What follows belongs to an exercise in optimizing a design on an open flow for small area and a short achievable clock period; a production flow would make more cautious choices. Only simulation tests tie the RTL to the original design; equivalence was not proved. Power figures rest on the tool's default switching activity, not on a simulated workload.

[flow/flow/run.sh]
#!/bin/bash
set -euo pipefail
here=$(pwd)
rm -rf "$here/scripts_mod"
cp -r "$FLOW_HOME/scripts" "$here/scripts_mod"
cp "$here/flow/abc_area.script" "$here/scripts_mod/abc_area.script"
bash standard.sh SCRIPTS_DIR="$here/scripts_mod" \
    "BUFFER_PORTS_ARGS=-buffer_cell sky130_fd_sc_hd__buf_2" SETUP_SLACK_MARGIN=117.25 \
    "CTS_ARGS=-sink_clustering_enable -repair_clock_nets -dont_use_dummy_load -sink_clustering_size 30 -buf_list sky130_fd_sc_hd__clkbuf_4" finish > "$here/standard.log" 2>&1
[flow/flow/abc_area.script]
strash
dch
map -B 0.5
topo
stime -c
buffer -c
dnsize -c
[flow/standard.sh]
#!/bin/bash
# synth_recipe.tcl (not shown) runs the flow's synth.tcl, then flattens the netlist and writes it again
# the make line also repeats each setting of config.mk as NAME=value (left out here)
make -C /OpenROAD-flow-scripts/flow DESIGN_CONFIG=/design/flow/config.mk WORK_HOME=/design/flow/orfs CLKGATE_MAP_FILE= SYNTH_SCRIPT=/design/flow/synth_recipe.tcl "${@:-finish}"
[flow/config.mk]
export PLATFORM = sky130hd
export DESIGN_NAME = zsab
export DESIGN_NICKNAME = zsab
export VERILOG_FILES = /design/flow/design.v
export SDC_FILE = /design/flow/constraint.sdc
export NUM_CORES = 4
export LEC_CHECK = 0
export ABC_AREA = 1
export CAP_MARGIN = 20
export CORE_MARGIN = 2
export CORE_UTILIZATION = 40
export CTS_BUF_LIST = sky130_fd_sc_hd__clkbuf_4
export CTS_CLUSTER_SIZE = 30
export SLEW_MARGIN = 20
[flow/constraint.sdc]
create_clock -name core_clock -period 200.0 [get_ports {clk}]
set_input_delay 40.0000 -clock core_clock [delete_from_list [all_inputs] [get_ports {clk}]]
set_output_delay 40.0000 -clock core_clock [all_outputs]
set_load 0.01 [all_outputs]
[flow/design.v]
module zsab #(
    parameter [31:0] PREHEAT_NOMINAL      = 32'd400,
    parameter [15:0] PWM_RANGE            = 16'd5000,
    parameter [7:0]  KIND_SUPPORTED       = 8'h01,
    parameter [15:0] RST_UART_DIV         = 16'd16,
    parameter [31:0] RST_FRAME_TIMEOUT_MS = 32'd20,
    parameter [31:0] RST_CONV_SETTLE_MS   = 32'd2,
    parameter [31:0] RST_PWM_BUDGET_MS    = 32'd100,
    parameter [15:0] RST_SCK_HALF         = 16'd4
) (
    input             clk,
    input             rst,
    input      [31:0] ms_now,
    input      [5:0]  bus_addr,
    input             bus_we,
    input             bus_re,
    input      [31:0] bus_wdata,
    output reg [31:0] bus_rdata,
    output            uart_tx,
    input             uart_rx,
    output            sbr_sck,
    output            sbr_cs_n,
    input             sbr_so,
    input             pwm_in,
    output            tmr_suspend,
    output reg        evt_done
);
    localparam [3:0] S_IDLE      = 4'd0,
                     S_SER_START = 4'd1,
                     S_SER_TX    = 4'd2,
                     S_SER_RX    = 4'd3,
                     S_SER_CHECK = 4'd4,
                     S_SBR_START = 4'd5,
                     S_SBR_TRIG  = 4'd6,
                     S_SBR_SETTLE= 4'd7,
                     S_SBR_SETUP = 4'd8,
                     S_SBR_HI    = 4'd9,
                     S_SBR_LO    = 4'd10,
                     S_SBR_EVAL  = 4'd11,
                     S_PWM_START = 4'd12,
                     S_PWM_POLL  = 4'd13,
                     S_PWM_CALC  = 4'd14,
                     S_CHK_START = 4'd15;
    localparam [2:0] P_WAIT_LOW  = 3'd0,
                     P_WAIT_HIGH = 3'd1,
                     P_CNT_HIGH  = 3'd2,
                     P_CNT_LOW   = 3'd3,
                     P_FINISHED  = 3'd4;
    localparam [3:0] C_NONE         = 4'h0,
                     C_SUCCESS_UINT = 4'h1,
                     C_SUCCESS_FP2  = 4'h2,
                     C_FAIL         = 4'hF,
                     C_TIMEOUT      = 4'hE,
                     C_WRONG_ANSWER = 4'hD,
                     C_CHECKSUM     = 4'hC,
                     C_WRONG_ID     = 4'hB,
                     C_CONNECT      = 4'hA,
                     C_ACK_L        = 4'h9,
                     C_ACK_H        = 4'h8;
    localparam [1:0] RX_IDLE = 2'd0, RX_START = 2'd1, RX_DATA = 2'd2, RX_STOP = 2'd3;
    localparam [5:0] A_CMD = 6'h00, A_STATUS = 6'h01, A_RESULT = 6'h02, A_VALUE = 6'h03,
                     A_DEADLINE = 6'h04, A_UART_DIV = 6'h05, A_FRAME_TO = 6'h06,
                     A_CONV_SETTLE = 6'h07, A_PWM_BUDGET = 6'h08, A_SCK_HALF = 6'h09,
                     A_SBR_RAW = 6'h0A, A_PWM_HIGH = 6'h0B, A_PWM_LOW = 6'h0C,
                     A_FRAME0 = 6'h0D, A_FRAME1 = 6'h0E, A_FRAME2 = 6'h0F, A_NOW = 6'h10;
    reg [3:0]  seq;
    reg        done, rej;
    reg [2:0]  op;
    reg [3:0]  code;         
    reg [16:0] value_lo;     
    reg        value_s;
    reg [31:0] warmup_deadline;
    reg [15:0] uart_div;
    reg [31:0] frame_timeout_ms;
    reg [31:0] conv_settle_ms;
    reg [31:0] pwm_budget_ms;
    reg [15:0] sck_half;
    reg [15:0] sbr_raw;
    reg [31:0] pwm_high_ms;
    reg [31:0] pwm_low_ms;
    reg [7:0]  frame [0:8];
    reg [2:0]  pst;
    reg        kind_ok;
    reg [31:0] t0;
    reg [31:0] tm;           
    wire [15:0] cnt    = tm[31:16];
    wire [15:0] rx_cnt = tm[15:0];
    wire [3:0]  txi    = t0[7:4];
    wire [3:0]  txb    = t0[3:0];
    reg [1:0]  rx_st;
    reg [2:0]  rx_bit;
    reg [7:0]  rx_sh;
    reg [3:0]  rx_count;
    reg rx_s1, rx_s, so_s1, so_s, pwm_s1, pwm_s;
    integer k;
    wire        busy    = (seq != S_IDLE);
    wire        rx_en   = (seq == S_SER_TX) || (seq == S_SER_RX) || (seq == S_SER_CHECK);
    assign      tmr_suspend = (seq == S_PWM_POLL) || (seq == S_PWM_CALC);
    assign      sbr_sck  = (seq == S_SBR_HI);
    assign      sbr_cs_n = !((seq == S_SBR_TRIG) || (seq == S_SBR_SETUP) ||
                             (seq == S_SBR_HI) || (seq == S_SBR_LO));
    wire        start_st = (seq == S_SER_START) || (seq == S_PWM_START);
    wire [31:0] elapsed;
    zsab_sub #(32) u_el (.a(ms_now), .b(t0 & {32{!start_st}}), .d(elapsed));
    wire [31:0] limit   = start_st              ? warmup_deadline  :
                          (seq == S_SER_RX)     ? frame_timeout_ms :
                          (seq == S_SBR_SETTLE) ? conv_settle_ms : pwm_budget_ms;
    wire        expired;
    zsab_ge #(32) u_exp (.a(elapsed), .b(limit), .ge(expired));
    wire        preheat = !expired;
    wire [31:0] since   = ms_now - tm;
    wire [15:0] cnt_dec, rx_cnt_dec;
    zsab_dec #(16) u_cd (.a(cnt), .d(cnt_dec));
    zsab_dec #(16) u_rd (.a(rx_cnt), .d(rx_cnt_dec));
    wire        cnt_end = (cnt == 16'd1);
    wire        rx_end  = (rx_cnt == 16'd1);
    wire [7:0] fs2, fs3, fs4, fs5, fs6, frame_sum;
    zsab_fadd #(8) u_fs2 (.a(frame[1]), .b(frame[2]), .ci(1'b0), .s(fs2));
    zsab_fadd #(8) u_fs3 (.a(fs2), .b(frame[3]), .ci(1'b0), .s(fs3));
    zsab_fadd #(8) u_fs4 (.a(fs3), .b(frame[4]), .ci(1'b0), .s(fs4));
    zsab_fadd #(8) u_fs5 (.a(fs4), .b(frame[5]), .ci(1'b0), .s(fs5));
    zsab_fadd #(8) u_fs6 (.a(fs5), .b(frame[6]), .ci(1'b0), .s(fs6));
    zsab_fadd #(8) u_fs7 (.a(fs6), .b(frame[7]), .ci(1'b0), .s(frame_sum));
    wire [7:0] frame_chk = 8'd0 - frame_sum;
    reg [7:0] req_byte;
    always @* begin
        case (txi)
            4'd0: req_byte = 8'hFF;
            4'd1: req_byte = 8'h01;
            4'd2: req_byte = 8'h86;
            4'd8: req_byte = 8'h79;
            default: req_byte = 8'h00;
        endcase
    end
    assign uart_tx = (seq != S_SER_TX) || (txb == 4'd9) ||
                     ((txb != 4'd0) && req_byte[txb[2:0] - 3'd1]);
    wire [3:0] cmd_op    = bus_wdata[3:0];
    wire       cmd_legal = (bus_wdata[7:4] == 4'd0) && (bus_wdata[31:16] == 16'd0) &&
                           (cmd_op >= 4'd1) && (cmd_op <= 4'd4) &&
                           ((cmd_op == 4'd2) || (bus_wdata[15:8] == 8'd0));
    reg  [3:0] cmd_start;
    always @* begin
        case (cmd_op)
            4'd1: cmd_start = S_SER_START;
            4'd2: cmd_start = S_SBR_START;
            4'd3: cmd_start = S_PWM_START;
            default: cmd_start = S_CHK_START;
        endcase
    end
    wire        calc    = (seq == S_PWM_CALC);
    wire [31:0] l_in    = calc ? pwm_low_ms : since;
    wire [33:0] den     = {2'b00, pwm_high_ms} + {2'b00, l_in} - 34'd4;
    wire        den_pos = !den[33] && (den[32:0] != 33'd0);
    wire        neg     = (pwm_high_ms[31:1] == 31'd0);
    wire [31:0] mag;
    zsab_dec2 u_mag (.h(pwm_high_ms), .neg(neg), .m(mag));
    wire [44:0] num;
    zsab_x5000 u_mul (.m(mag), .p(num));
    wire [33:0] dw_in = calc ? {tm[7], t0, num[6]} : {2'b00, num[44:13]};
    wire [5:0]  dn_bit = calc ? num[5:0] : num[12:7];    
    wire [32:0] dn = ~den[32:0];
    wire [6:0]  dq;
    wire [32:0] dr [0:6];
    genvar gs;
    generate for (gs = 0; gs < 7; gs = gs + 1) begin : g_div
        wire [33:0] w;
        if (gs == 0) begin : g_first
            assign w = dw_in;
        end else begin : g_next
            assign w = {dr[gs - 1], dn_bit[6 - gs]};
        end
        zsab_dstage u_st (.w(w), .dn(dn), .sel(dq[6 - gs]), .r(dr[gs]));
    end endgenerate
    wire [13:0] quo    = {tm[6:0], dq};
    wire [14:0] pwm_q = neg ? (15'd0 - {1'b0, quo}) : {1'b0, quo};
    wire [15:0] raw       = tm[15:0];
    wire [16:0] sbr_x9, sbr_value;
    zsab_fadd #(17) u_x9  (.a({5'd0, raw[14:3]}), .b({2'd0, raw[14:3], 3'd0}), .ci(1'b0), .s(sbr_x9));
    zsab_fadd #(17) u_x25 (.a(sbr_x9), .b({1'd0, raw[14:3], 4'd0}), .ci(1'b0), .s(sbr_value));
    reg        fin;
    reg [3:0]  fin_code;
    reg [16:0] fin_val;
    reg        fin_s;
    always @* begin
        fin      = 1'b0;
        fin_code = C_NONE;
        fin_val  = 17'd0;
        fin_s    = 1'b0;
        case (seq)
            S_SER_START, S_PWM_START:
                if (preheat) begin
                    fin = 1'b1; fin_code = C_SUCCESS_UINT; fin_val = PREHEAT_NOMINAL[16:0];
                end
            S_SER_RX:
                if (rx_count != 4'd9 && expired) begin
                    fin = 1'b1; fin_code = C_TIMEOUT;
                end
            S_SER_CHECK: begin
                fin = 1'b1;
                if (frame[0] != 8'hFF)
                    fin_code = C_WRONG_ANSWER;
                else if (frame_chk != frame[8])
                    fin_code = C_CHECKSUM;
                else begin
                    fin_code = C_SUCCESS_UINT;
                    fin_val  = {1'b0, frame[6], frame[7]};
                end
            end
            S_SBR_START:
                if (!kind_ok) begin
                    fin = 1'b1; fin_code = C_FAIL;
                end
            S_SBR_EVAL: begin
                fin = 1'b1;
                if (raw[15])
                    fin_code = C_WRONG_ID;
                else if (raw[2])
                    fin_code = C_CONNECT;
                else begin
                    fin_code = C_SUCCESS_FP2;
                    fin_val  = sbr_value;
                end
            end
            S_PWM_POLL:
                if (expired) begin
                    fin = 1'b1;
                    fin_code = (pst == P_WAIT_LOW)  ? C_ACK_L :
                               (pst == P_WAIT_HIGH) ? C_ACK_H : C_TIMEOUT;
                end
            S_PWM_CALC: begin
                fin = 1'b1;
                if (!den_pos)
                    fin_code = C_FAIL;
                else begin
                    fin_code = C_SUCCESS_UINT;
                    fin_val  = {{2{pwm_q[14]}}, pwm_q};
                    fin_s    = pwm_q[14];
                end
            end
            S_CHK_START: begin
                fin = 1'b1; fin_code = C_SUCCESS_UINT; fin_val = {9'd0, frame_chk};
            end
            default: ;
        endcase
    end
    always @* begin
        case (bus_addr)
            A_STATUS:      bus_rdata = {12'd0, rx_count, tmr_suspend, pst, seq,
                                        1'b0, op, 1'b0, rej, done, busy};
            A_RESULT:      bus_rdata = {{29{code[3]}}, code[2:0]};
            A_VALUE:       bus_rdata = {{15{value_s}}, value_lo};
            A_DEADLINE:    bus_rdata = warmup_deadline;
            A_UART_DIV:    bus_rdata = {16'd0, uart_div};
            A_FRAME_TO:    bus_rdata = frame_timeout_ms;
            A_CONV_SETTLE: bus_rdata = conv_settle_ms;
            A_PWM_BUDGET:  bus_rdata = pwm_budget_ms;
            A_SCK_HALF:    bus_rdata = {16'd0, sck_half};
            A_SBR_RAW:     bus_rdata = {16'd0, sbr_raw};
            A_PWM_HIGH:    bus_rdata = pwm_high_ms;
            A_PWM_LOW:     bus_rdata = pwm_low_ms;
            A_FRAME0:      bus_rdata = {frame[3], frame[2], frame[1], frame[0]};
            A_FRAME1:      bus_rdata = {frame[7], frame[6], frame[5], frame[4]};
            A_FRAME2:      bus_rdata = {24'd0, frame[8]};
            A_NOW:         bus_rdata = ms_now;
            default:       bus_rdata = 32'd0;
        endcase
    end
    wire        cfg_we   = bus_we && !busy;
    wire [15:0] div_in   = (bus_wdata[15:2] == 14'd0) ? 16'd4 : bus_wdata[15:0];
    wire [15:0] half_in  = (bus_wdata[15:1] == 15'd0) ? 16'd2 : bus_wdata[15:0];
    wire [31:0] nrst32   = {32{!rst}};
    wire [31:0] rst32    = {32{rst}};
    always @(posedge clk)
        if (rst || (cfg_we && bus_addr == A_DEADLINE))
            warmup_deadline <= bus_wdata & nrst32;
    always @(posedge clk)
        if (rst || (cfg_we && bus_addr == A_UART_DIV))
            uart_div <= (div_in & nrst32[15:0]) | (RST_UART_DIV & rst32[15:0]);
    always @(posedge clk)
        if (rst || (cfg_we && bus_addr == A_FRAME_TO))
            frame_timeout_ms <= (bus_wdata & nrst32) | (RST_FRAME_TIMEOUT_MS & rst32);
    always @(posedge clk)
        if (rst || (cfg_we && bus_addr == A_CONV_SETTLE))
            conv_settle_ms <= (bus_wdata & nrst32) | (RST_CONV_SETTLE_MS & rst32);
    always @(posedge clk)
        if (rst || (cfg_we && bus_addr == A_PWM_BUDGET))
            pwm_budget_ms <= (bus_wdata & nrst32) | (RST_PWM_BUDGET_MS & rst32);
    always @(posedge clk)
        if (rst || (cfg_we && bus_addr == A_SCK_HALF))
            sck_half <= (half_in & nrst32[15:0]) | (RST_SCK_HALF & rst32[15:0]);
    always @(posedge clk) begin
        if (rst) begin
            seq <= S_IDLE; done <= 1'b0; rej <= 1'b0; op <= 3'd0;
            code <= C_NONE; value_lo <= 17'd0; value_s <= 1'b0;
            sbr_raw <= 16'd0; pwm_high_ms <= 32'd0; pwm_low_ms <= 32'd0;
            for (k = 0; k < 9; k = k + 1) frame[k] <= 8'd0;
            pst <= P_WAIT_LOW; kind_ok <= 1'b0;
            t0 <= 32'd0; tm <= 32'd0;
            rx_st <= RX_IDLE; rx_bit <= 3'd0;
            rx_sh <= 8'd0; rx_count <= 4'd0;
            rx_s1 <= 1'b1; rx_s <= 1'b1; so_s1 <= 1'b0; so_s <= 1'b0;
            pwm_s1 <= 1'b1; pwm_s <= 1'b1;
            evt_done <= 1'b0;
        end else begin
            rx_s1  <= uart_rx; rx_s  <= rx_s1;
            so_s1  <= sbr_so;  so_s  <= so_s1;
            pwm_s1 <= pwm_in;  pwm_s <= pwm_s1;
            evt_done <= 1'b0;
            if (bus_we) begin
                case (bus_addr)
                    A_CMD:
                        if (!busy && cmd_legal) begin
                            seq      <= cmd_start;
                            op       <= cmd_op[2:0];
                            done     <= 1'b0;
                            code     <= C_NONE;
                            value_lo <= 17'd0;
                            value_s  <= 1'b0;
                            kind_ok  <= (bus_wdata[15:8] == KIND_SUPPORTED);
                        end else begin
                            rej <= 1'b1;
                        end
                    A_STATUS: begin
                        if (bus_wdata[1]) done <= 1'b0;
                        if (bus_wdata[2]) rej  <= 1'b0;
                    end
                    A_DEADLINE, A_UART_DIV, A_FRAME_TO, A_CONV_SETTLE, A_PWM_BUDGET,
                    A_SCK_HALF, A_FRAME0, A_FRAME1, A_FRAME2:
                        if (busy) begin
                            rej <= 1'b1;
                        end else begin
                            case (bus_addr)
                                A_FRAME0: begin
                                    frame[0] <= bus_wdata[7:0];   frame[1] <= bus_wdata[15:8];
                                    frame[2] <= bus_wdata[23:16]; frame[3] <= bus_wdata[31:24];
                                end
                                A_FRAME1: begin
                                    frame[4] <= bus_wdata[7:0];   frame[5] <= bus_wdata[15:8];
                                    frame[6] <= bus_wdata[23:16]; frame[7] <= bus_wdata[31:24];
                                end
                                A_FRAME2:      frame[8] <= bus_wdata[7:0];
                                default: ;
                            endcase
                        end
                    default: ;
                endcase
            end
            if (rx_en && !fin) begin
                case (rx_st)
                    RX_IDLE:
                        if (!rx_s) begin
                            rx_st <= RX_START; tm[15:0] <= {1'b0, uart_div[15:1]};
                        end
                    RX_START:
                        if (rx_end) begin
                            if (!rx_s) begin
                                rx_st <= RX_DATA; tm[15:0] <= uart_div; rx_bit <= 3'd0;
                            end else begin
                                rx_st <= RX_IDLE;
                            end
                        end else begin
                            tm[15:0] <= rx_cnt_dec;
                        end
                    RX_DATA:
                        if (rx_end) begin
                            rx_sh  <= {rx_s, rx_sh[7:1]};
                            tm[15:0] <= uart_div;
                            if (rx_bit == 3'd7) rx_st <= RX_STOP;
                            else rx_bit <= rx_bit + 3'd1;
                        end else begin
                            tm[15:0] <= rx_cnt_dec;
                        end
                    default:  
                        if (rx_end) begin
                            rx_st <= RX_IDLE;
                            if (rx_count < 4'd9) begin
                                frame[rx_count] <= rx_sh;
                                rx_count <= rx_count + 4'd1;
                            end
                        end else begin
                            tm[15:0] <= rx_cnt_dec;
                        end
                endcase
            end
            case (seq)
                S_SER_START:
                    if (!preheat) begin
                        for (k = 0; k < 9; k = k + 1) frame[k] <= 8'd0;
                        rx_count <= 4'd0;
                        rx_st <= RX_IDLE;
                        t0[7:0] <= 8'd0; tm[31:16] <= uart_div;
                        seq <= S_SER_TX;
                    end
                S_SER_TX:
                    if (!cnt_end) begin
                        tm[31:16] <= cnt_dec;
                    end else begin
                        tm[31:16] <= uart_div;
                        if (txb != 4'd9) begin
                            t0[3:0] <= txb + 4'd1;
                        end else if (txi != 4'd8) begin
                            t0[7:0] <= {txi + 4'd1, 4'd0};
                        end else begin
                            t0  <= ms_now;
                            seq <= S_SER_RX;
                        end
                    end
                S_SER_RX:
                    if (rx_count == 4'd9) seq <= S_SER_CHECK;
                S_SBR_START:
                    if (kind_ok) begin
                        tm[31:16] <= sck_half; seq <= S_SBR_TRIG;
                    end
                S_SBR_TRIG:
                    if (!cnt_end) begin
                        tm[31:16] <= cnt_dec;
                    end else begin
                        t0 <= ms_now; seq <= S_SBR_SETTLE;
                    end
                S_SBR_SETTLE:
                    if (expired) begin
                        tm[31:16] <= sck_half; seq <= S_SBR_SETUP;
                    end
                S_SBR_SETUP:
                    if (!cnt_end) begin
                        tm[31:16] <= cnt_dec;
                    end else begin
                        tm[31:16] <= sck_half; t0[3:0] <= 4'd15; seq <= S_SBR_HI;
                    end
                S_SBR_HI:
                    if (!cnt_end) begin
                        tm[31:16] <= cnt_dec;
                    end else begin
                        tm[15:0] <= {tm[14:0], so_s}; tm[31:16] <= sck_half; seq <= S_SBR_LO;
                    end
                S_SBR_LO:
                    if (!cnt_end) begin
                        tm[31:16] <= cnt_dec;
                    end else if (txb == 4'd0) begin
                        seq <= S_SBR_EVAL;
                    end else begin
                        t0[3:0] <= txb - 4'd1; tm[31:16] <= sck_half; seq <= S_SBR_HI;
                    end
                S_SBR_EVAL:
                    sbr_raw <= raw;
                S_PWM_START:
                    if (!preheat) begin
                        t0 <= ms_now;
                        pst <= P_WAIT_LOW;
                        pwm_high_ms <= 32'd0; pwm_low_ms <= 32'd0;
                        seq <= S_PWM_POLL;
                    end
                S_PWM_POLL:
                    if (!expired) begin
                        case (pst)
                            P_WAIT_LOW:
                                if (!pwm_s) pst <= P_WAIT_HIGH;
                            P_WAIT_HIGH:
                                if (pwm_s) begin
                                    tm <= ms_now; pst <= P_CNT_HIGH;
                                end
                            P_CNT_HIGH:
                                if (!pwm_s) begin
                                    pwm_high_ms <= since; tm <= ms_now;
                                    pst <= P_CNT_LOW;
                                end
                            P_CNT_LOW:
                                if (pwm_s) begin
                                    pwm_low_ms <= since; pst <= P_FINISHED;
                                    seq <= S_PWM_CALC;
                                    t0 <= dr[6][31:0];
                                    tm[7:0] <= {dr[6][32], dq};
                                end
                            default: ;
                        endcase
                    end
                default: ;
            endcase
            if (fin) begin
                code     <= fin_code;
                value_lo <= fin_val;
                value_s  <= fin_s;
                done     <= 1'b1;
                seq      <= S_IDLE;
                evt_done <= 1'b1;
                rx_st    <= RX_IDLE;
            end
        end
    end
endmodule
module zsab_sub #(parameter W = 32) (input [W-1:0] a, input [W-1:0] b, output [W-1:0] d);
    wire [W:0] c;
    assign c[0] = 1'b1;
    genvar j;
    generate for (j = 0; j < W; j = j + 1) begin : g
        assign d[j]   = a[j] ^ ~b[j] ^ c[j];
        assign c[j+1] = (a[j] & ~b[j]) | (c[j] & (a[j] | ~b[j]));
    end endgenerate
endmodule
module zsab_ge #(parameter W = 32) (input [W-1:0] a, input [W-1:0] b, output ge);
    wire [W:0] c;
    assign c[0] = 1'b1;
    genvar j;
    generate for (j = 0; j < W; j = j + 1) begin : g
        assign c[j+1] = (a[j] & ~b[j]) | (c[j] & (a[j] | ~b[j]));
    end endgenerate
    assign ge = c[W];
endmodule
module zsab_dec #(parameter W = 16) (input [W-1:0] a, output [W-1:0] d);
    wire [W:0] b;
    assign b[0] = 1'b1;
    genvar j;
    generate for (j = 0; j < W; j = j + 1) begin : g
        assign d[j]   = a[j] ^ b[j];
        assign b[j+1] = b[j] & ~a[j];
    end endgenerate
endmodule
module zsab_dec2 (input [31:0] h, input neg, output [31:0] m);
    wire [31:0] d;
    wire [31:0] b;
    assign d[0] = h[0];
    assign b[1] = 1'b1;
    genvar j;
    generate for (j = 1; j < 32; j = j + 1) begin : g
        assign d[j] = h[j] ^ b[j];
        if (j < 31) begin : g_b
            assign b[j+1] = b[j] & ~h[j];
        end
    end endgenerate
    assign m = neg ? {30'd0, ~h[0], h[0]} : d;
endmodule
module zsab_fadd #(parameter W = 32) (input [W-1:0] a, input [W-1:0] b, input ci, output [W-1:0] s);
    wire [W:0] c;
    assign c[0] = ci;
    genvar j;
    generate for (j = 0; j < W; j = j + 1) begin : g
        assign s[j]   = a[j] ^ b[j] ^ c[j];
        assign c[j+1] = (a[j] & b[j]) | (a[j] & c[j]) | (b[j] & c[j]);
    end endgenerate
endmodule
module zsab_x5000 (input [31:0] m, output [44:0] p);
    wire [34:0] m5;      
    wire [35:0] m15;     
    wire [41:0] m625;    
    zsab_fadd #(35) u_a (.a({3'b000, m}), .b({1'b0, m, 2'b00}), .ci(1'b0), .s(m5));
    zsab_fadd #(36) u_b (.a({m, 4'd0}), .b(~{4'd0, m}), .ci(1'b1), .s(m15));
    zsab_fadd #(42) u_c (.a({m5, 7'd0}), .b(~{6'd0, m15}), .ci(1'b1), .s(m625));
    assign p = {m625, 3'd0};
endmodule
module zsab_dstage (input [33:0] w, input [32:0] dn, output sel, output [32:0] r);
    wire [33:0] c;
    assign c[0] = 1'b1;
    genvar j;
    generate for (j = 0; j < 33; j = j + 1) begin : g
        assign c[j+1] = (w[j] & dn[j]) | (c[j] & (w[j] | dn[j]));
        assign r[j]   = w[j] ^ (sel & (dn[j] ^ c[j]));
    end endgenerate
    assign sel = w[33] | c[33];
endmodule
==> flow_summary.yaml, run 1 <==
clock_tree:
  cts_sinks: 435
  cts_max_path_buffers: 3
  cts_tree: "yes"
  root_buffer: "clkbuf_4"
  hold_buffers: 0
  clk_latency_ns: 0.96
  htree_levels: 3
  clk_pin_slew_ns: 0.06
  cts_buffers: 115
  post_cts_buffers: 0
pwr:
  p_comb_frac: 0.446
  clockPowerShare: 0.213
  irDropWorstVdd_uv: 7.289
  power_frac_seq: 0.341
  sw_frac_of_total: 0.4320
  p_leak_nw: 20.28
  power_switching_mw: 0.1261
  internal-power_mw: 0.1658
  p_per_area_mw_per_mm2: 6.352
  finalPower_mw: 0.2920
run_status:
  status: "complete, no violations"
floorplanning:
  initial_utilization: 0.4045
  die_h_um: 331.0
  design.core.area_sq_mm: 0.1057
  io_pins: 114
  die_x_um: 331.0
  placementRows: 119
  die-area_sq_mm: 0.1095
finish:
  synthToLayoutAreaGrowth_pct: 7.497
  post-route-cell-area_sq_mm: 0.04597
  stdcell_count: 7512
  fin_nets: 6567
  drive_above_1_share: 0.06816
  final_common_cell: "nand2_1"
  final_cell_mix: "nand2_1, inv_1, nor2_1"
sta:
  relSlewSlack: 0.1686
  min_period_ns: 82.93
  timing.final.hold_violations: 0
  fmax_ghz: 0.01206
  tns_ns: 0
  worst_clock_skew_ns: 0.1004
  tightestPinTransition_ns: 1.234
  drv_slew: 0
  hold_slack_ns: 0.4074
  setup_violations: 0
  period_share: 0.4147
  rsz0062_at_grt: "true"
routing:
  ant_nets: 0
  routed_wl_um: 176100
  drt_iter0_markers: 4778
  drcViolationCount: 0
  vias_per_cell: 5.707
  drtPass1Iterations: 8
  wl_per_cell_um: 23.44
  route.vias.total: 42870
grt:
  grt_use_total: 0.3144
  antenna_found_initial: 9
  grt_pass1_vias: 39170
  grt_overflow_total: 0
  grt_max_degree: 124
  grt_pass1_wl_um: 255000
synthesis:
  syn-num-nets: 6482
  syn-instance-count: 6035
  yosys_warnings: 1
  synth.yosys.seq_area_share: 0.2580
  syn-cell-area_sq_mm: 0.04276
  postSynth.asyncResetShare: 0
  synth_edf_count: 232
  synth_ff_type: "edfxtp_1"
  syn_avg_cell_area_sq_um: 7.085
  ys_seq_elements: 435
  netlist-cell-type-count: 52
min_path:
  min_path_type: "reg2reg"
run:
  maxCapViolCount: 0
placed_design:
  gp_congestion: 1.015
  dp_hpwl_um: 136100
  dpl_cell_area_sq_mm: 0.04503
  post-place-cells: 7393
  io_buffers: 112
worst_setup_path:
  worstPathMaxFanout: 12
  crit_required_ns: 160.00
  cp-start-kind: "input pin"
  endpoint_kind: "output port"
  critPathArrivalTime_ns: 42.93
  crit_type: "in2out"
[state kept, by name, summed over array words and instances, names as in the netlist, 4 cells and up]
signal / count
code: 4
conv_settle_ms: 32
frame: 72
frame_timeout_ms: 32
pwm_budget_ms: 32
pwm_high_ms: 32
pwm_low_ms: 32
rx_count: 4
rx_sh: 8
sbr_raw: 16
sck_half: 16
seq: 4
t0: 32
tm: 32
uart_div: 16
value_lo: 17
warmup_deadline: 32
[critical path: stages]
cell	delay, ns
buf_2	0.14
inv_1	0.16
nand3_1	0.35
nor2_1	0.24
nand2_2	0.41
inv_1	0.22
a21oi_1	0.21
o221ai_1	0.23
nor4_2	0.50
o2111ai_1	0.25
buf_2	0.21
[per-layer routing]
metal  GRT usage  part of all wire  up-vias
li1            -                 -    19950
met1      0.4224              0.41    20160
met2      0.4631              0.42     2261
met3     0.07336              0.11      489
met4      0.1780             0.066       10
met5           0           0.00036        -
[final cells by class]
cell class | instances | area (sq um)
antenna | 3 | 7.507
clock buffer | 115 | 863.3
fill | 10980 | 59750
inverter | 963 | 3627
multi-input combinational | 4401 | 27420
sequential | 435 | 11030
tap | 1391 | 1740
timing repair buffer | 204 | 1274
[cell usage after synthesis, types with 19 or more instances]
library cell / instances / area [sq um]
a31oi_1: 28 / 175.2
nand3_1: 330 / 1652
a211oi_1: 25 / 187.7
dfxtp_1: 203 / 4064
o21ai_0: 451 / 2257
maj3_1: 29 / 290.3
o2111ai_1: 21 / 183.9
a21oi_1: 326 / 1632
or2_2: 38 / 237.7
o221ai_1: 19 / 166.4
nor3_1: 42 / 210.2
a221oi_1: 80 / 700.7
nand4_1: 61 / 381.6
nor4_1: 19 / 118.9
nor2_1: 557 / 2091
xor2_1: 428 / 3749
xnor2_1: 93 / 814.5
nand2_1: 1231 / 4621
a22oi_1: 45 / 337.8
edfxtp_1: 232 / 6967
clkbuf_1: 215 / 807.0
clkinv_1: 19 / 71.32
o211ai_1: 35 / 262.8
fa_1: 171 / 3423
ha_1: 199 / 2490
o22ai_1: 78 / 488.0
inv_1: 932 / 3498
[cell families after synthesis]
group | count (synthesis) | share of synthesized area
AOI/OAI and AO/OA | 1186 | 0.1645
xor gates and xnor gates | 521 | 0.1067
adders and majority gates | 399 | 0.1451
buffers and inverters | 1199 | 0.1054
DFF | 435 | 0.2580
and+or+nand+nor | 2295 | 0.2204
[power by group through the flow]
stage / Clock, mW / Sequential (mW) / Combinational [mW]
2_1_floorplan: 0 / 0.0997 / 0.0933
3_3_place_gp: 0 / 0.101 / 0.127
3_5_place_dp: 0 / 0.101 / 0.128
4_1_cts: 0.0630 / 0.0993 / 0.129
5_1_grt: 0.0668 / 0.0994 / 0.144
6_report: 0.0623 / 0.0995 / 0.130
[repair_timing]
item,CTS,global route
resized for setup,10,6
setup endpoints to repair,29,19
hold endpoints to repair,0,0
[per-stage QoR]
stage	util	setup slack, ns
after floorplan	-	118.30
after global placement	0.4259	116.84
after detailed placement	0.4259	116.86
after CTS	0.4343	117.08
after global routing	0.4348	117.20
final	0.4348	117.07
[path summary, 6_finish.rpt]
kind	start	to	slack (ns)	depth (start not counted)
hold reg to reg	so_s1	so_s	0.41	2
setup / recovery	bus_addr[0]	bus_rdata[11]	117.07	11
setup reg to reg	pwm_high_ms[5]	value_lo[12]	152.41	285
hold / removal	so_s1	so_s	0.41	2
==> inputs of run 2 (changes only) <==
==> flow/flow/run.sh (replaced) <==
#!/bin/bash
set -euo pipefail
here=$(pwd)
rm -rf "$here/scripts_mod"
cp -r "$FLOW_HOME/scripts" "$here/scripts_mod"
cp "$here/flow/abc_area.script" "$here/scripts_mod/abc_area.script"
bash standard.sh SCRIPTS_DIR="$here/scripts_mod" \
    "BUFFER_PORTS_ARGS=-buffer_cell sky130_fd_sc_hd__buf_2" SETUP_SLACK_MARGIN=117.5 \
    "CTS_ARGS=-sink_clustering_enable -repair_clock_nets -dont_use_dummy_load -sink_clustering_size 30 -buf_list sky130_fd_sc_hd__clkbuf_4" finish > "$here/standard.log" 2>&1
--- a/flow/config.mk
+++ b/flow/config.mk
@@ -8,7 +8,7 @@
 export ABC_AREA = 1
 export CAP_MARGIN = 20
 export CORE_MARGIN = 2
-export CORE_UTILIZATION = 40
+export CORE_UTILIZATION = 45
 export CTS_BUF_LIST = sky130_fd_sc_hd__clkbuf_4
 export CTS_CLUSTER_SIZE = 30
 export SLEW_MARGIN = 20
==> run 2 against run 1 <==
Effect of this change: register-to-register slack worse by 0.89 ns; clock power rose by 0.8%; largest cell class unchanged; clock skew grew 0.082 ns; area after synthesis unchanged; final cell count fell by 1.7%; sequential power about the same; still clean on timing, DRC and antenna; flip-flop and latch count unchanged.
==> flow_summary.yaml, run 2 <==
clock_tree:
  cts_sinks: 435
  root_buffer: "clkbuf_4"
  htree_levels: 3
  clk_latency_ns: 1.00
  cts_max_path_buffers: 3
  clk_pin_slew_ns: 0.07
  cts_tree: "yes"
  cts_buffers: 115
synthesis:
  synth_top_cells_by_count: "nand2_1, inv_1, nor2_1"
  postSynth.asyncResetShare: 0
  synth_fa_ha_area_frac: 0.1451
  syn_avg_cell_area_sq_um: 7.085
  synth_ff_type: "edfxtp_1"
  yosys.area.top_type: "edfxtp_1"
  syn-cell-area_sq_mm: 0.04276
  synth_simple_gate_area_frac: 0.2204
  syn-instance-count: 6035
  synth_top_family_by_area: "simple AND/OR/NAND/NOR gates"
  yosys_warnings: 1
  synth_compound_area_frac: 0.1645
  netlist-cell-type-count: 52
  yosysMostFrequentCell: "nand2_1"
  synth.area.mux_share: 0
  synth.yosys.seq_area_share: 0.2580
  synth_xor_area_frac: 0.1067
  ys_seq_elements: 435
  synth_top_area_frac: 0.1629
  ys_top_cells_by_area: "edfxtp_1, nand2_1, dfxtp_1, xor2_1, inv_1"
  syn-num-nets: 6482
  synth_edf_count: 232
grt:
  antenna_found_initial: 9
  grt_max_degree: 81
  grt_overflow_total: 0
  grt_pass1_wl_um: 255700
  grt_pass1_vias: 38810
  grt_use_total: 0.3521
placed_design:
  dp_hpwl_um: 136700
  gp_congestion: 1.059
  dpl_cell_area_sq_mm: 0.04482
  io_buffers: 112
  post-place-cells: 7262
run_status:
  status: "complete, no violations"
worst_setup_path:
  r2r_end: "value_lo[12]"
  endpoint_kind: "output port"
  cp_slowest_cell: "a221oi_1"
  reg2regPathDepth: 288
  worstPathMaxFanout: 15
  cp_cell_sequence: "buf_2 > nor2_2 > nand2_1 > nor2_1 > buf_4 > clkinv_1 > buf_4 > o22ai_1 > a221oi_1 > nand4_1 > buf_2"
  cp-start-kind: "input pin"
  critPathArrivalTime_ns: 42.58
  rr_startpoint: "pwm_high_ms[7]"
  cp_slowest_stage_delay_ns: 0.55
  crit_type: "in2out"
  rrSetupSlack_ns: 151.52
  crit_required_ns: 160.00
sta:
  fmax_ghz: 0.01211
  min_period_ns: 82.58
  timing.final.hold_violations: 0
  rsz0062_at_grt: "true"
  period_share: 0.4129
  setup_violations: 0
  worst_clock_skew_ns: 0.1823
  tightestPinTransition_ns: 1.196
  hold_slack_ns: 0.4081
  relSlewSlack: 0.2025
  drv_slew: 0
  tns_ns: 0
pwr:
  irDropWorstVdd_uv: 12.00
  p_leak_nw: 20.28
  finalPower_mw: 0.2925
  p_per_area_mw_per_mm2: 6.378
finish:
  largest_register_ffs: 72
  final_cell_mix: "nand2_1, inv_1, nor2_1"
  stdcell_count: 7387
  regMostFlops: "frame"
  fin_nets: 6563
  drive_above_1_share: 0.06853
  synthToLayoutAreaGrowth_pct: 7.236
  post-route-cell-area_sq_mm: 0.04585
  final_common_cell: "nand2_1"
routing:
  routed_wl_um: 177100
  drcViolationCount: 0
  vias_per_cell: 5.841
  drt_iter0_markers: 5143
  drtPass1Iterations: 8
  ant_nets: 0
  route.vias.total: 43150
  wl_per_cell_um: 23.98
floorplanning:
  die_h_um: 312.3
  placementRows: 113
  die_x_um: 312.3
  design.core.area_sq_mm: 0.09459
  die-area_sq_mm: 0.09750
  io_pins: 114
  initial_utilization: 0.4521
min_path:
  min_path_type: "reg2reg"
  holdCritStartpoint: "pwm_s1"
  hold_depth: 1
  min_to: "pwm_s"
run:
  maxCapViolCount: 0
## run 2: where the power goes
group	internal [mW]	switching (mW)	leakage [nW]	total [mW]
clock	0.0258	0.0370	0.529	0.0628
sequential	0.0969	0.00252	4.01	0.0994
combinational	0.0424	0.0879	15.7	0.130
## run 2: stage by stage
stage | setup slack [ns] | util
after CTS | 117.45 | 0.4837
after global routing | 117.46 | 0.4846
final | 117.42 | 0.4848
after floorplan | 118.30 | -
after detailed placement | 116.06 | 0.4739
after global placement | 116.05 | 0.4739
## run 2: critical path, delay by kind of cell
kind	cells	cell delay (ns)
AO/OA/AOI/OAI	2	0.75
AND/OR/NAND/NOR	4	0.72
buffers and inverters	5	1.08
## run 2: how the worst max path moves through the flow
stage                     start            end  slack [ns]  cells after the start
floorplan           bus_addr[5]  bus_rdata[23]      118.30                     10
global placement    bus_addr[5]   bus_rdata[7]      116.05                     14
detailed placement  bus_addr[5]   bus_rdata[7]      116.06                     14
CTS                 bus_addr[5]   bus_rdata[7]      117.45                     14
global route        bus_addr[1]  bus_rdata[13]      117.46                     11
finish              bus_addr[5]  bus_rdata[14]      117.42                     11
## run 2: layer usage
metal,up-vias,wire (um),GRT usage
met5,-,0,0
met4,0,12230,0.2122
met3,508,19430,0.08487
met2,2333,73640,0.5183
met1,20330,71830,0.4676
li1,19970,-,-
## run 2: logic make-up after synthesis
kind of cell,count (synthesis)
adder cells (fa/ha/maj),399
XOR/XNOR,521
flip-flops,435
AO/OA/AOI/OAI,1186
buffers and inverters,1199
AND/OR/NAND/NOR,2295
## run 2: final cells by class
cell class / count / area, sq um
sequential: 435 / 11030
clock buffer: 115 / 863.3
antenna: 8 / 20.02
fill: 9746 / 48730
tap: 1265 / 1583
inverter: 963 / 3628
timing repair buffer: 200 / 1227
multi-input combinational: 4401 / 27500
## run 2: timing repair
| item | in CTS | in global routing |
|---|---|---|
| endpoints found under the setup margin | 27 | 14 |
| cloned | 0 | 0 |
| buffers inserted | 1 | 0 |
| pin swaps | 1 | 1 |
| gates resized for setup | 17 | 10 |
| hold buffers | 0 | 0 |
==> inputs of run 3 (changes only) <==
--- a/flow/config.mk
+++ b/flow/config.mk
@@ -8,7 +8,7 @@
 export ABC_AREA = 1
 export CAP_MARGIN = 20
 export CORE_MARGIN = 2
-export CORE_UTILIZATION = 45
+export CORE_UTILIZATION = 50
 export CTS_BUF_LIST = sky130_fd_sc_hd__clkbuf_4
 export CTS_CLUSTER_SIZE = 30
 export SLEW_MARGIN = 20
==> run 3 against run 2 <==
Effect of this change: fmax is essentially flat; global-route usage grew 4.4 points; utilization grew 5.3 points; sequential share of layout area grew 0.070 points; final area shrank 0.29%; largest power group unchanged.
==> flow_summary.yaml, run 3 <==
clock_tree:
  cts_sinks: 435
  cts_buffers: 111
  clk_pin_slew_ns: 0.06
  cts_tree: "yes"
  root_buffer: "clkbuf_4"
  cts_max_path_buffers: 3
  hold_buffers: 0
  clk_latency_ns: 0.99
  htree_levels: 3
synthesis:
  syn-instance-count: 6035
  synth_top_area_frac: 0.1629
  postSynth.asyncResetShare: 0
  synth_edf_count: 232
  ys_seq_elements: 435
  yosys.area.top_type: "edfxtp_1"
  synth_ff_type: "edfxtp_1"
  yosys_warnings: 1
  netlist-cell-type-count: 52
  synth.yosys.seq_area_share: 0.2580
  syn_avg_cell_area_sq_um: 7.085
  ys_top_cells_by_area: "edfxtp_1, nand2_1, dfxtp_1, xor2_1, inv_1"
  syn-cell-area_sq_mm: 0.04276
  yosysMostFrequentCell: "nand2_1"
  syn-num-nets: 6482
  synth_top_cells_by_count: "nand2_1, inv_1, nor2_1"
placed_design:
  post-place-cells: 7148
  io_buffers: 112
  gp_congestion: 1.052
  dp_hpwl_um: 137000
pwr:
  p_per_area_mw_per_mm2: 6.338
  finalPower_mw: 0.2898
  power_switching_mw: 0.1254
  power_frac_seq: 0.343
  clockPowerShare: 0.212
  p_comb_frac: 0.445
  irDropWorstVdd_uv: 11.42
  sw_frac_of_total: 0.4327
  internal-power_mw: 0.1644
  p_leak_nw: 20.29
sta:
  rsz0062_at_grt: "false"
  worst_clock_skew_ns: 0.1115
  drv_slew: 0
  tightestPinTransition_ns: 1.173
  min_period_ns: 82.54
  tns_ns: 0
  period_share: 0.4127
  fmax_ghz: 0.01211
  timing.final.hold_violations: 0
  relSlewSlack: 0.2100
  setup_violations: 0
routing:
  route.vias.total: 42800
  drcViolationCount: 0
  vias_per_cell: 5.892
  drt_iter0_markers: 4779
  wl_per_cell_um: 24.29
  routed_wl_um: 176500
  ant_nets: 0
  drtPass1Iterations: 6
grt:
  grt_max_degree: 89
  grt_pass1_wl_um: 255300
  grt_overflow_total: 0
  antenna_found_initial: 16
  grt_use_total: 0.3963
  grt_pass1_vias: 39190
finish:
  fin_nets: 6566
  drive_above_1_share: 0.06882
  regMostFlops: "frame"
  largest_register_ffs: 72
  n_fill_cell: 8771
  stdcell_count: 7265
  final_cell_mix: "nand2_1, inv_1, nor2_1"
  final_common_cell: "nand2_1"
  synthToLayoutAreaGrowth_pct: 6.926
worst_setup_path:
  cp-start-kind: "input pin"
  critPathArrivalTime_ns: 42.54
  crit_type: "in2out"
  endpoint_kind: "output port"
  worstPathMaxFanout: 10
  crit_required_ns: 160.00
floorplanning:
  io_pins: 114
  die_h_um: 296.4
  initial_utilization: 0.5030
  die-area_sq_mm: 0.08787
  design.core.area_sq_mm: 0.08501
  placementRows: 107
  die_x_um: 296.4
run:
  maxCapViolCount: 0
min_path:
  min_path_type: "reg2reg"
run_status:
  status: "complete, no violations"
## run 3: final timing paths
kind              slack [ns]  cells past startpoint            to            start
hold reg to reg         0.40                      1          rx_s            rx_s1
setup / recovery      117.46                     10  bus_rdata[9]      bus_addr[1]
setup reg to reg      151.59                    289  value_lo[12]  pwm_high_ms[12]
hold / removal          0.40                      1          rx_s            rx_s1
## run 3: power by group through the flow
stage | registers, mW | logic [mW] | clock network [mW]
2_1_floorplan | 0.0997 | 0.0933 | 0
3_3_place_gp | 0.101 | 0.125 | 0
3_5_place_dp | 0.101 | 0.127 | 0
4_1_cts | 0.0992 | 0.127 | 0.0613
5_1_grt | 0.0994 | 0.143 | 0.0650
6_report | 0.0995 | 0.129 | 0.0614
## run 3: metrics by stage
| stage | cell area, sq um | utilization | hold slack (ns) | setup slack, ns |
|---|---|---|---|---|
| after detailed placement | 44720 | 0.5260 | 0.3958 | 116.73 |
| final | 45720 | 0.5378 | 0.4031 | 117.46 |
| after global routing | 45710 | 0.5377 | 0.4273 | 117.49 |
| after global placement | 44710 | 0.5259 | 0.3907 | 116.74 |
| after floorplan | 42760 | - | 0.3883 | 118.30 |
| after CTS | 45600 | 0.5364 | 0.4050 | 117.44 |
## run 3: cell type report
| class | instances | area (sq um) | area share |
|---|---|---|---|
| tap | 1144 | 1431 | 0.03131 |
| multi-input combinational | 4401 | 27500 | 0.6014 |
| inverter | 963 | 3626 | 0.07931 |
| timing repair buffer | 207 | 1291 | 0.02824 |
| antenna | 4 | 10.01 | 0.0002189 |
| clock buffer | 111 | 833.3 | 0.01823 |
| sequential | 435 | 11030 | 0.2413 |
## run 3: cells by family (layout without fill, tap and decap cells)
| kind of cell | Yosys count | in the layout | share of synthesized area |
|---|---|---|---|
| and+or+nand+nor | 2295 | 2295 | 0.2204 |
| buffers and inverters | 1199 | 1281 | 0.1054 |
| AOI/OAI and AO/OA | 1186 | 1186 | 0.1645 |
| xor gates and xnor gates | 521 | 521 | 0.1067 |
| DFF | 435 | 435 | 0.2580 |
| adders and majority gates | 399 | 399 | 0.1451 |
| other | 0 | 4 | 0 |
## run 3: repair_timing
item | 4_1_cts | 5_1_grt
pin swaps | 0 | 1
hold endpoints to repair | 0 | 0
cloned | 0 | 0
resized for setup | 14 | 19
buffers inserted | 0 | 2
setup endpoints to repair | 29 | 30
## run 3: worst max-delay path: stages
cell and delay [ns]:
buf_2 0.14, inv_1 0.06, nand3_1 0.23, nor2_1 0.09, buf_4 0.23, inv_1 0.36, o2111ai_1 0.21, a2111oi_1 0.56
o2111ai_1 0.40, buf_2 0.25
## run 3: layer usage
metal | vias to the layer above | wire [um] | GRT usage
met4 | 12 | 11100 | 0.2119
met5 | - | 78 | 0
met2 | 2221 | 75210 | 0.6058
met3 | 518 | 19400 | 0.09123
met1 | 20090 | 70670 | 0.5207
li1 | 19960 | - | -
==> inputs of run 4 (changes only) <==
--- a/flow/design.v
+++ b/flow/design.v
@@ -68,7 +68,7 @@
     reg [2:0]  op;
     reg [3:0]  code;         
     reg [16:0] value_lo;     
-    reg        value_s;
+    wire       value_s = value_lo[16] && (op == 3'd3);
     reg [31:0] warmup_deadline;
     reg [15:0] uart_div;
     reg [31:0] frame_timeout_ms;
@@ -291,7 +291,7 @@
     always @(posedge clk) begin
         if (rst) begin
             seq <= S_IDLE; done <= 1'b0; rej <= 1'b0; op <= 3'd0;
-            code <= C_NONE; value_lo <= 17'd0; value_s <= 1'b0;
+            code <= C_NONE; value_lo <= 17'd0;
             sbr_raw <= 16'd0; pwm_high_ms <= 32'd0; pwm_low_ms <= 32'd0;
             for (k = 0; k < 9; k = k + 1) frame[k] <= 8'd0;
             pst <= P_WAIT_LOW; kind_ok <= 1'b0;
@@ -315,7 +315,6 @@
                             done     <= 1'b0;
                             code     <= C_NONE;
                             value_lo <= 17'd0;
-                            value_s  <= 1'b0;
                             kind_ok  <= (bus_wdata[15:8] == KIND_SUPPORTED);
                         end else begin
                             rej <= 1'b1;
@@ -479,7 +478,6 @@
             if (fin) begin
                 code     <= fin_code;
                 value_lo <= fin_val;
-                value_s  <= fin_s;
                 done     <= 1'b1;
                 seq      <= S_IDLE;
                 evt_done <= 1'b1;
--- a/flow/config.mk
+++ b/flow/config.mk
@@ -8,7 +8,7 @@
 export ABC_AREA = 1
 export CAP_MARGIN = 20
 export CORE_MARGIN = 2
-export CORE_UTILIZATION = 50
+export CORE_UTILIZATION = 40
 export CTS_BUF_LIST = sky130_fd_sc_hd__clkbuf_4
 export CTS_CLUSTER_SIZE = 30
 export SLEW_MARGIN = 20
==> run 4 against run 3 <==
Effect of this change: hold slack better by 0.013 ns; fmax hardly changed; worst setup slack worse by 0.082 ns; sequential power is 9% higher; first-iteration DRC count is 1.7% higher; flip-flop and latch count is 1 lower; final cell count is 4.5% higher; largest cell class unchanged.
==> flow_summary.yaml, run 4 <==
run_status:
  status: "complete, no violations"
sta:
  min_period_ns: 82.63
  rsz0062_at_grt: "true"
  relSlewSlack: 0.1829
  fmax_ghz: 0.01210
  worst_slack_ns: 117.38
  drv_slew: 0
  timing.final.hold_violations: 0
  hold_slack_ns: 0.4161
  setup_violations: 0
  tns_ns: 0
  period_share: 0.4131
  tightestPinTransition_ns: 1.213
  worst_clock_skew_ns: 0.1649
finish:
  regMostFlops: "frame"
  largest_register_ffs: 72
  final_cell_mix: "nand2_1, inv_1, nor2_1"
  fin_nets: 6632
  post-route-cell-area_sq_mm: 0.04617
  drive_above_1_share: 0.07035
  synthToLayoutAreaGrowth_pct: 7.828
  stdcell_count: 7591
  final_common_cell: "nand2_1"
  final_util: 0.4331
worst_setup_path:
  crit_required_ns: 160.00
  cp-start-kind: "input pin"
  cp_slowest_stage_delay_ns: 0.69
  cp_slowest_cell: "a221oi_1"
  critPathArrivalTime_ns: 42.63
  endpoint_kind: "output port"
  path_buf_inv: 6
  worstPathMaxFanout: 20
  crit_type: "in2out"
  cp_top_family: "buffers and inverters"
  cp_cell_sequence: "buf_2 > inv_1 > nand2_1 > nor3_1 > buf_4 > inv_1 > buf_4 > o22ai_1 > a221oi_1 > nand4_1 > buf_2"
placed_design:
  pre_cts_ws_ns: 117.33
  dp_hpwl_um: 138400
  io_buffers: 112
  post-place-cells: 7462
  dpl_cell_area_sq_mm: 0.04513
  gp_congestion: 1.021
clock_tree:
  clk_pin_slew_ns: 0.06
  cts_sinks: 434
  cts_buffers: 120
  root_buffer: "clkbuf_4"
  cts_max_path_buffers: 3
  clk_latency_ns: 1.04
  cts_tree: "yes"
  htree_levels: 3
  hold_buffers: 0
pwr:
  finalPower_mw: 0.7446
  irDropWorstVdd_uv: 11.64
  p_leak_nw: 20.59
  p_per_area_mw_per_mm2: 16.13
synthesis:
  synth.yosys.seq_area_share: 0.2571
  syn_avg_cell_area_sq_um: 7.032
  synth_edf_count: 232
  synth_top_cells_by_count: "nand2_1, inv_1, nor2_1"
  yosys_warnings: 1
  yosys.area.top_type: "edfxtp_1"
  synth_top_area_frac: 0.1627
  postSynth.asyncResetShare: 0
  yosysMostFrequentCell: "nand2_1"
  ys_seq_elements: 434
  netlist-cell-type-count: 54
  synth_ff_type: "edfxtp_1"
  ys_top_cells_by_area: "edfxtp_1, nand2_1, dfxtp_1, inv_1, xor2_1"
  syn-instance-count: 6089
  syn-cell-area_sq_mm: 0.04282
  syn-num-nets: 6536
grt:
  grt_max_degree: 82
  grt_use_total: 0.3188
  grt_overflow_total: 0
  grt_pass1_vias: 39630
  antenna_found_initial: 13
  grt_pass1_wl_um: 258700
routing:
  ant_nets: 0
  vias_per_cell: 5.693
  drcViolationCount: 0
  wl_per_cell_um: 23.62
  route.vias.total: 43210
  drtPass1Iterations: 8
  routed_wl_um: 179300
  drt_iter0_markers: 4858
floorplanning:
  placementRows: 120
  design.core.area_sq_mm: 0.1066
  die_x_um: 331.2
  io_pins: 114
  die-area_sq_mm: 0.1097
  initial_utilization: 0.4017
  die_h_um: 331.2
run:
  maxCapViolCount: 0
min_path:
  min_path_type: "reg2reg"
[run 4: changes by cell type after synthesis, sizes merged, moves of 14 or more]
cell / previous run / this run
a21oi: 326 / 375
nand2: 1237 / 1279
o21ai: 452 / 423
xor2: 428 / 405
nand4: 61 / 82
nand3: 330 / 348
o22ai: 78 / 95
o221ai: 19 / 5
[run 4: repair_timing]
| action | CTS | global route |
|---|---|---|
| pin swaps | 0 | 1 |
| buffers inserted | 0 | 4 |
| setup endpoints to repair | 11 | 6 |
| endpoints found under the hold margin | 0 | 0 |
| resized for setup | 9 | 6 |
[run 4: cell type report]
class,instances,area (sq um)
Tap cell,1403,1755
Inverter,974,3669
Timing Repair Buffer,217,1371
Fill cell,11110,60430
Sequential cell,434,11010
Multi-Input combinational cell,4438,27450
Clock buffer,120,900.9
Antenna cell,5,12.51
[run 4: power by group]
group,switching [mW],internal (mW)
sequential,0.00817,0.100
combinational,0.379,0.193
clock,0.0375,0.0268
[run 4: final timing paths]
| kind | start | to | slack (ns) | cells after the start |
|---|---|---|---|---|
| max | bus_addr[2] | bus_rdata[10] | 117.38 | 11 |
| min | rx_s1 | rx_s | 0.42 | 1 |
| max reg2reg | pwm_high_ms[9] | value_lo[12] | 152.45 | 282 |
| min reg2reg | rx_s1 | rx_s | 0.42 | 1 |
[run 4: layer usage]
metal	global-route usage	wire, um	vias to the layer above
met3	0.07298	19080	513
met1	0.4291	73880	20250
met5	0	215	-
li1	-	-	20160
met4	0.1805	11410	16
met2	0.4695	74690	2280
[run 4: kinds of logic (layout without fill, tap and decap cells)]
family                     Yosys count  in the layout  share of synthesized area
AOI/OAI and AO/OA                 1197           1197                     0.1638
DFF                                434            434                     0.2571
xor gates and xnor gates           498            498                     0.1020
and+or+nand+nor                   2344           2344                     0.2251
buffers and inverters             1217           1311                     0.1070
other                                0              5                          0
adders and majority gates          399            399                     0.1449
[run 4: worst reg2reg max path, delay by kind of cell, from the launching register on]
kind,cells,cell delay (ns)
AO/OA/AOI/OAI,5,1.21
XOR/XNOR,4,1.07
adder cells (fa/ha/maj),40,15.39
buffers and inverters,18,4.10
flip-flops,1,0.30
AND/OR/NAND/NOR,215,25.26
==> inputs of run 5 (changes only) <==
--- a/flow/design.v
+++ b/flow/design.v
@@ -68,7 +68,7 @@
     reg [2:0]  op;
     reg [3:0]  code;         
     reg [16:0] value_lo;     
-    wire       value_s = value_lo[16] && (op == 3'd3);
+    reg        value_s;
     reg [31:0] warmup_deadline;
     reg [15:0] uart_div;
     reg [31:0] frame_timeout_ms;
@@ -291,7 +291,7 @@
     always @(posedge clk) begin
         if (rst) begin
             seq <= S_IDLE; done <= 1'b0; rej <= 1'b0; op <= 3'd0;
-            code <= C_NONE; value_lo <= 17'd0;
+            code <= C_NONE; value_lo <= 17'd0; value_s <= 1'b0;
             sbr_raw <= 16'd0; pwm_high_ms <= 32'd0; pwm_low_ms <= 32'd0;
             for (k = 0; k < 9; k = k + 1) frame[k] <= 8'd0;
             pst <= P_WAIT_LOW; kind_ok <= 1'b0;
@@ -315,6 +315,7 @@
                             done     <= 1'b0;
                             code     <= C_NONE;
                             value_lo <= 17'd0;
+                            value_s  <= 1'b0;
                             kind_ok  <= (bus_wdata[15:8] == KIND_SUPPORTED);
                         end else begin
                             rej <= 1'b1;
@@ -478,6 +479,7 @@
             if (fin) begin
                 code     <= fin_code;
                 value_lo <= fin_val;
+                value_s  <= fin_s;
                 done     <= 1'b1;
                 seq      <= S_IDLE;
                 evt_done <= 1'b1;
==> flow/run.sh (new file) <==
#!/bin/bash
# synth_recipe.tcl (not shown) runs the flow's synth.tcl, then flattens the netlist and writes it again
# the make line also repeats each setting of config.mk as NAME=value (left out here)
make -C /OpenROAD-flow-scripts/flow DESIGN_CONFIG=/design/flow/config.mk WORK_HOME=/design/flow/orfs CLKGATE_MAP_FILE= SYNTH_SCRIPT=/design/flow/synth_recipe.tcl finish
removed: flow/flow/run.sh
removed: flow/flow/abc_area.script
removed: flow/standard.sh
==> run 5 against run 4 <==
Effect of this change: still clean; global-route usage shrank 1.4 points; utilization shrank 0.10 points; synthesized cell count grew 2.9%; power shrank 59%; combinational power shrank 78%; critical path type unchanged; largest cell class unchanged.
==> flow_summary.yaml, run 5 <==
finish:
  regMostFlops: "frame"
  drive_above_1_share: 0.1075
  final_common_cell: "nand2_1"
  synthToLayoutAreaGrowth_pct: 7.530
  n_fill_cell: 11920
  stdcell_count: 7949
  largest_register_ffs: 72
  final_cell_mix: "nand2_1, inv_1, nor2_1"
  final_util: 0.4321
  fin_nets: 6787
sta:
  timing.final.hold_violations: 0
  rsz0062_at_grt: "false"
  hold_slack_ns: 0.3961
  tns_ns: 0
  relSlewSlack: 0.2402
  min_period_ns: 84.77
  drv_slew: 0
  worst_clock_skew_ns: 0.06353
  fmax_ghz: 0.01180
  worst_slack_ns: 115.23
  setup_violations: 0
  period_share: 0.4238
  tightestPinTransition_ns: 1.136
worst_setup_path:
  endpoint_kind: "output port"
  r2r_end: "value_lo[12]"
  cp-start-kind: "input pin"
  cp_cell_sequence: "clkdlybuf4s50_1 > nor2_1 > inv_1 > nor3_1 > inv_1 > nor2_1 > buf_4 > inv_1 > o21ai_0 > a221oi_1 > nand4_1 > clkdlybuf4s50_1"
  cp_top_family: "simple AND/OR/NAND/NOR gates"
  rrSetupSlack_ns: 154.85
  worstPathMaxFanout: 14
  crit_top_cell: "inv_1"
  critPathArrivalTime_ns: 44.77
  crit_required_ns: 160.00
  cp_num_cells: 12
  rr_startpoint: "pwm_high_ms[1]"
  path_buf_inv: 6
  crit_type: "in2out"
  reg2regPathDepth: 288
  cp_slowest_cell: "nor3_1"
  cp_slowest_stage_delay_ns: 0.73
placed_design:
  pre_cts_ws_ns: 115.52
  gp_congestion: 1.063
  dp_hpwl_um: 143200
  post-place-cells: 7737
  io_buffers: 112
synthesis:
  syn-num-nets: 6713
  synth_ff_type: "edfxtp_1"
  syn-instance-count: 6266
  synth_fa_ha_area_frac: 0.1351
  synth_edf_count: 232
  synth_top_family_by_area: "simple AND/OR/NAND/NOR gates"
  yosys_warnings: 1
  postSynth.asyncResetShare: 0
  yosys.area.top_type: "edfxtp_1"
  netlist-cell-type-count: 82
  yosysMostFrequentCell: "nand2_1"
  synth.area.mux_share: 0
  synth.yosys.seq_area_share: 0.2410
  ys_top_cells_by_area: "edfxtp_1, nand2_1, dfxtp_1, inv_1, fa_1"
  syn-cell-area_sq_mm: 0.04576
  syn_avg_cell_area_sq_um: 7.303
  ys_seq_elements: 435
  synth_compound_area_frac: 0.1536
  synth_xor_area_frac: 0.08118
  synth_top_cells_by_count: "nand2_1, inv_1, nor2_1"
  synth_top_area_frac: 0.1522
  synth_simple_gate_area_frac: 0.2649
floorplanning:
  design.core.area_sq_mm: 0.1139
  placementRows: 124
  io_pins: 114
  die-area_sq_mm: 0.1171
  die_x_um: 342.2
  initial_utilization: 0.4018
  die_h_um: 342.2
routing:
  wl_per_cell_um: 22.86
  route.vias.total: 44660
  drtPass1Iterations: 5
  drcViolationCount: 0
  vias_per_cell: 5.619
  drt_iter0_markers: 4909
  routed_wl_um: 181700
  ant_nets: 0
min_path:
  holdCritStartpoint: "pwm_s1"
  hold_depth: 1
  min_path_type: "reg2reg"
  min_to: "pwm_s"
clock_tree:
  htree_levels: 3
  cts_resized: 0
  hold_buffers: 0
  root_buffer: "clkbuf_4"
  clk_pin_slew_ns: 0.06
  cts_max_path_buffers: 3
  cts_tree: "yes"
  clk_latency_ns: 0.99
  cts_sinks: 435
  cts_buffers: 113
  post_cts_buffers: 0
grt:
  grt_pass1_wl_um: 266800
  grt_max_degree: 96
  grt_overflow_total: 0
  antenna_found_initial: 4
  grt_use_total: 0.3044
  grt_pass1_vias: 41440
run_status:
  status: "complete, no violations"
pwr:
  p_leak_nw: 21.88
  p_per_area_mw_per_mm2: 6.216
  irDropWorstVdd_uv: 6.085
run:
  maxCapViolCount: 0
run 5: cell types whose count changed after synthesis, sizes merged, moves of 29 or more:
cell	delta
a221oi	-38
inv	+29
a21oi	-46
nand2	+64
nand3	+183
o21ai	+58
xor2	-77
run 5: final cells by class:
| cell class | instances | area, sq um | share of cell area |
|---|---|---|---|
| multi-input cells | 4572 | 29160 | 0.5926 |
| flip-flops and latches | 435 | 11030 | 0.2242 |
| inverters | 1013 | 3836 | 0.07796 |
| well taps | 1512 | 1892 | 0.03845 |
| repair buffers | 205 | 1821 | 0.03700 |
| clock buffers | 158 | 1186 | 0.02411 |
| clock inverters | 52 | 277.8 | 0.005645 |
| diodes | 2 | 5.005 | 0.0001017 |
run 5: layer usage:
metal,up-vias,GRT usage,wire length (um)
met5,-,0,13
met4,2,0.1927,13500
met3,486,0.04488,17110
met2,2222,0.4622,77150
met1,21120,0.4055,73940
li1,20840,-,-
run 5: kinds of logic (layout without fill, tap and decap cells):
| kind of cell | Yosys count | after routing |
|---|---|---|
| buf+inv | 1259 | 1428 |
| fa+ha+maj | 397 | 397 |
| other cells | 0 | 2 |
| flops | 435 | 435 |
| compound gates | 1194 | 1194 |
| xor+xnor | 410 | 410 |
| simple gates | 2571 | 2571 |
run 5: through the flow:
step | total power, mW | cell area (sq um)
4_1_cts | 0.3055 | 49200
6_report | 0.3059 | 49210
5_1_grt | 0.3244 | 49200
3_3_place_gp | 0.2219 | 47740
2_1_floorplan | 0.1983 | 45760
3_5_place_dp | 0.2243 | 47740
run 5: worst max-delay path by stage:
stage | start | end | slack (ns)
floorplan | bus_addr[5] | bus_rdata[14] | 118.30
global placement | bus_addr[5] | bus_rdata[1] | 115.58
detailed placement | bus_addr[5] | bus_rdata[1] | 115.52
CTS | bus_addr[5] | bus_rdata[1] | 115.52
global route | bus_addr[5] | bus_rdata[28] | 115.16
finish | bus_addr[5] | bus_rdata[1] | 115.23
run 5: where the power goes:
part	total (mW)	switching, mW	internal, mW
clock network	0.0819	0.0426	0.0393
logic	0.123	0.0846	0.0380
registers	0.101	0.00373	0.0976
total	0.306	0.131	0.175

what the ideal ports hide:
No port has a modelled driver above. Below, the same layouts with a new extraction and two added sets of constraints. Step 1 assumes that a clkbuf_16 drives the clock port and a buf_2 every other input. Step 2, shift: input delay + t, output delay - t, t = (earliest + latest rising clock arrival at the registers) / 2. This alone moves slack from input paths to output paths. Three values: ideal ports, drivers, drivers and shift; two values: the first two.
run | t, ns | setup WS [ns] | latest minus earliest clock arrival (ns) | pins driven straight from the clock port
run 1 | 0.970 | 117.067 / 117.038 / 117.038 | 0.101 / 0.101 | 1
run 2 | 0.967 | 117.419 / 117.398 / 117.398 | 0.182 / 0.182 | 1
run 3 | 1.003 | 117.457 / 117.433 / 117.433 | 0.112 / 0.112 | 1
run 4 | 1.022 | 117.375 / 117.354 / 117.354 | 0.165 / 0.165 | 1
run 5 | 1.010 | 115.231 / 115.182 / 115.182 | 0.070 / 0.070 | 1
After both steps every run listed still meets setup and hold. The setup slack of run 5, which loses most, moves by -0.049 ns with the drivers and by -0.049 ns with both steps.
